This design comes from an exercise in tuning for small area on the open sky130 flow, not from production work.
RTL that was checked went through simulation tests only; none was proved equivalent to the original.
Power figures rest on the tool's default switching activity, not on a simulated workload.

Setup of v13:
==> flow/design.v (excerpt) <==
module sbus_core (
    input  wire        clk,
    input  wire        rst,
    input  wire        in_valid,
    input  wire [7:0]  in_data,
    output wire        frame_complete,
    input  wire [4:0]  rd_idx,
    output wire [10:0] rd_data,
    output wire        failsafe_o,
    output wire [31:0] lost_count_o,
    input  wire [10:0] scale_in,
    output wire [7:0]  scale_out,
    input  wire        tick,
    input  wire        p_wait,
    output wire        wake_out,
    output wire        wake_cause
);
For scale: ~84 I/O pins, roughly 17,000 um2 of cells after synthesis.
make LEC_CHECK=0 ABC_AREA=1 CAP_MARGIN=0 CORE_MARGIN=2 CORE_UTILIZATION=60 CTS_BUF_LIST=sky130_fd_sc_hd__clkbuf_8 CTS_CLUSTER_DIAMETER=60 CTS_CLUSTER_SIZE=20 PLACE_DENSITY=0.7 SLEW_MARGIN=0 finish   # period 40.0 ns
run.sh (not shown) runs the stock make flow with config.mk's settings and CLKGATE_MAP_FILE= SYNTH_SCRIPT=/design/flow/synth_recipe.tcl, a recipe that flattens the netlist after the stock synthesis.
Changes in v10 relative to v13:
Settings: CTS_BUF_LIST changed from sky130_fd_sc_hd__clkbuf_8 to sky130_fd_sc_hd__clkbuf_4; CTS_CLUSTER_DIAMETER removed (was 60).
Notes after the runs:
- | total power | v10 vs v13 | worse |
- v10 vs v13: fraction of power consumed by sequential logic down in v10
- Register share of the cell area for v10 is lower than for v13.
- Sequential power: v10 vs v13 — no meaningful difference
- Worst setup slack, v10 and v13: higher on v13
Setup changes, v10 to v40
Settings: CTS_CLUSTER_SIZE now 24, was 20; CTS_CLUSTER_DIAMETER now 40, previously not set; CORE_UTILIZATION now 70, was 60; PLACE_DENSITY now 0.8, was 0.7; CTS_BUF_LIST now sky130_fd_sc_hd__clkbuf_8, was sky130_fd_sc_hd__clkbuf_4.
### Flow results
- met1 layer wirelength in the final routing in v40 is 9.8% below v10.
- Compared with v10, v40 improves final instance area.
- Changes observed in v40 relative to v10: worst setup margin now sits higher; largest clock skew in the final design shrank by 0.0070 ns; sequential share of layout area rose 1.3 points; die area has decreased; leakage power of the design now sits lower.
- Clock group share of total power: v40 vs v10 down 3.7 points
- Taking v10 as the reference, in v40 area added between synthesis and finish fell by 2.3 points; power after layout saw a decrease.
Function was not checked in any run of this note: the RTL went through the layout flow alone.

========
lagoon:
sbus_core, a different RTL version from the one above (not shown whole).
For scale: about 1100 cells after synthesis, roughly 410 flip-flops, about 16000 um^2 of cells after synthesis.
clock: 40.0 ns
lec_check: 0
abc_area: 0
cap_margin: 0
core_margin: 2
core_utilization: 70
cts_buf_list: sky130_fd_sc_hd__clkbuf_8
cts_cluster_diameter: 50
cts_cluster_size: 20
place_density: 0.8
slew_margin: 0
standard.sh (not shown) runs the stock make flow with config.mk's settings and CLKGATE_MAP_FILE= SYNTH_SCRIPT=/design/flow/synth_recipe.tcl, a recipe that flattens the netlist after the stock synthesis.
==> flow/flow/run.sh <==
#!/bin/bash
# The standard layout with three changes: the port buffers are buf_1 cells,
# clock tree synthesis inserts no dummy loads, and uses clkbuf_8 cells in
# clusters of at most 20 sinks.
set -euo pipefail
bash standard.sh \
  "BUFFER_PORTS_ARGS=-buffer_cell sky130_fd_sc_hd__buf_1" \
  "CTS_ARGS=-sink_clustering_enable -repair_clock_nets -buf_list sky130_fd_sc_hd__clkbuf_16 -sink_clustering_size 36 -sink_clustering_max_diameter 60 -dont_use_dummy_load" \
  finish > make_finish.log 2>&1
diff inputs: lagoon => garnet
- CTS_BUF_LIST: sky130_fd_sc_hd__clkbuf_8 -> sky130_fd_sc_hd__clkbuf_4
- CTS_CLUSTER_DIAMETER: 50 -> 35
- CTS_CLUSTER_SIZE: 20 -> 10
==> flow/flow/run.sh <==
#!/bin/bash
# The standard layout with two changes: the port buffers are buf_1 cells, and
# clock tree synthesis inserts no dummy loads and drives the flip-flops from
# clkbuf_4 cells in clusters of at most 10 sinks within 35 um.
# make's full output goes to make_finish.log; each ORFS step also writes its
# own log under orfs/logs.
set -euo pipefail
bash standard.sh \
  "BUFFER_PORTS_ARGS=-buffer_cell sky130_fd_sc_hd__buf_1" \
  "CTS_ARGS=-sink_clustering_enable -repair_clock_nets -buf_list sky130_fd_sc_hd__clkbuf_4 -sink_clustering_size 10 -sink_clustering_max_diameter 35 -sink_buffer_max_cap_derate 0.05 -dont_use_dummy_load" \
  finish > make_finish.log 2>&1
### Flow results
garnet reached the final stage; the timing, DRC and antenna checks on its layout passed. Fraction of final layout cells with drive strength greater than 1 is higher on garnet. garnet ended up with met5 as its uppermost layer routed; lagoon ended up with met4. Taking lagoon as the reference, in garnet overall routed net length now sits at about the same level; synthesis-to-finish area growth -1.8 points; count of nets after finishing grew by 25; final critical path time including I/O delays and setup went down 7.8 ps. Compared with lagoon, garnet shows a power density over cell area that is 6.4% lower. Est. power | garnet vs lagoon | garnet lower. lagoon → garnet: worst setup slack picked up an extra 7.8 ps, flip-flop and latch share of the layout cell area picked up an extra 1.1 points, average wire per standard cell lost about 1.9%.
The following lists how tundra was set up differently from garnet:
- CTS_BUF_LIST: sky130_fd_sc_hd__clkbuf_4 -> sky130_fd_sc_hd__clkbuf_8
- CTS_CLUSTER_DIAMETER: 35 -> 50
- CTS_CLUSTER_SIZE: 10 -> 20
==> flow/flow/run.sh <==
#!/bin/bash
# The standard layout with three changes: the port buffers are buf_1 cells,
# clock tree synthesis inserts no dummy loads, and uses clkbuf_8 cells in
# clusters of at most 20 sinks.
set -euo pipefail
bash standard.sh \
  "BUFFER_PORTS_ARGS=-buffer_cell sky130_fd_sc_hd__buf_1" \
  "CTS_ARGS=-sink_clustering_enable -repair_clock_nets -buf_list sky130_fd_sc_hd__clkbuf_8 -sink_clustering_size 20 -sink_clustering_max_diameter 50 -dont_use_dummy_load" \
  finish > make_finish.log 2>&1
Findings:
The standard cells in tundra occupy more silicon area than those in garnet do. Changes observed in tundra relative to garnet: first-iteration DRC count saw a decrease; global-route usage down 0.19 points; adder-cell area share of the yosys netlist did not really move; sequential cell area share saw a decrease; total vias in the final route went down. Post-layout instance count excluding filler cells down 17 in tundra wrt garnet. Post-route worst setup slack: garnet and tundra compared, lower one is tundra. tundra -> garnet: total setup violations reported at the end of the flow delta 0, exact match. garnet -> tundra: mean cell area of the mapped netlist delta 0, exact match.
Input-level comparison between violet and tundra:
==> flow/flow/run.sh <==
#!/bin/bash
# The standard layout with three changes: the port buffers are buf_1 cells,
# clock tree synthesis inserts no dummy loads, and uses clkbuf_8 cells in
# clusters of at most 20 sinks.
set -euo pipefail
bash standard.sh \
  "BUFFER_PORTS_ARGS=-buffer_cell sky130_fd_sc_hd__buf_1" \
  "CTS_ARGS=-sink_clustering_enable -repair_clock_nets -buf_list sky130_fd_sc_hd__clkbuf_4 -sink_clustering_size 10 -sink_clustering_max_diameter 35 -sink_buffer_max_cap_derate 0.05 -dont_use_dummy_load" \
  finish > make_finish.log 2>&1
## What came out
Summary of violet over tundra: worst setup slack up 5.1 ps, maximum frequency stayed essentially flat, worst hold slack did not really move, met2 routing resource usage after global routing moved up, via density per instance now sits at about the same level.
Changes in nickel relative to violet:
==> flow/flow/run.sh <==
#!/bin/bash
# The standard layout with three changes: the port buffers are buf_1 cells,
# clock tree synthesis inserts no dummy loads, and uses clkbuf_8 cells in
# clusters of at most 20 sinks.
set -euo pipefail
bash standard.sh \
  "BUFFER_PORTS_ARGS=-buffer_cell sky130_fd_sc_hd__buf_1" \
  "CTS_ARGS=-sink_clustering_enable -repair_clock_nets -buf_list sky130_fd_sc_hd__clkbuf_8 -sink_clustering_size 24 -sink_clustering_max_diameter 50 -sink_buffer_max_cap_derate 0.03 -dont_use_dummy_load" \
  finish > make_finish.log 2>&1
==> comparison <==
violet → nickel: aggregate routed wire length lower, portion of the clock cycle consumed by the worst path in the final layout roughly the same. Sort violet and nickel by register-to-register slack, descending, and violet comes first. Higher final period demand of the worst path among violet and nickel: nickel. Run comparison: violet highest routing layer actually used met5; nickel highest routing layer actually used met4.

## what the ideal ports hide
The flow's constraints put no driver on any port. The routed layouts listed below were extracted and timed again, unchanged, in two steps.
Step 1, drivers: a clkbuf_16 drives clk and a buf_2 each remaining input, both assumed.
Step 2 adds t to the input delays and takes it off the output delays; t is the mean of the earliest and latest rising clock arrival at the registers after step 1. Input paths then give back, and output paths get back, about the clock's delay inside the block.
Slacks: ideal / step 1 / step 2; pairs: ideal / step 1.
run | shift t [ns] | slack for setup (ns) | hold slack, ns | worst data-port slew with drivers (ns)
v13 | 0.653 | 19.585 / 19.564 / 19.564 | 0.462 / 0.462 / 0.462 | 0.04
v10 | 0.758 | 19.562 / 19.541 / 19.541 | 0.436 / 0.436 / 0.436 | 0.04
v40 | 0.614 | 19.714 / 19.694 / 19.694 | 0.461 / 0.461 / 0.461 | 0.05
lagoon | 0.592 | 19.418 / 19.393 / 19.393 | 0.436 / 0.436 / 0.436 | 0.07
garnet | 0.726 | 19.426 / 19.401 / 19.401 | 0.416 / 0.416 / 0.416 | 0.07
tundra | 0.564 | 19.421 / 19.396 / 19.396 | 0.416 / 0.416 / 0.416 | 0.07
violet | 0.726 | 19.426 / 19.401 / 19.401 | 0.416 / 0.416 / 0.416 | 0.07
nickel | 0.561 | 19.394 / 19.368 / 19.368 | 0.417 / 0.417 / 0.417 | 0.07
After both steps setup and hold are still met in every run listed. For nickel, which loses most, drivers alone change the setup slack by -0.026 ns; drivers and shift together by -0.026 ns.
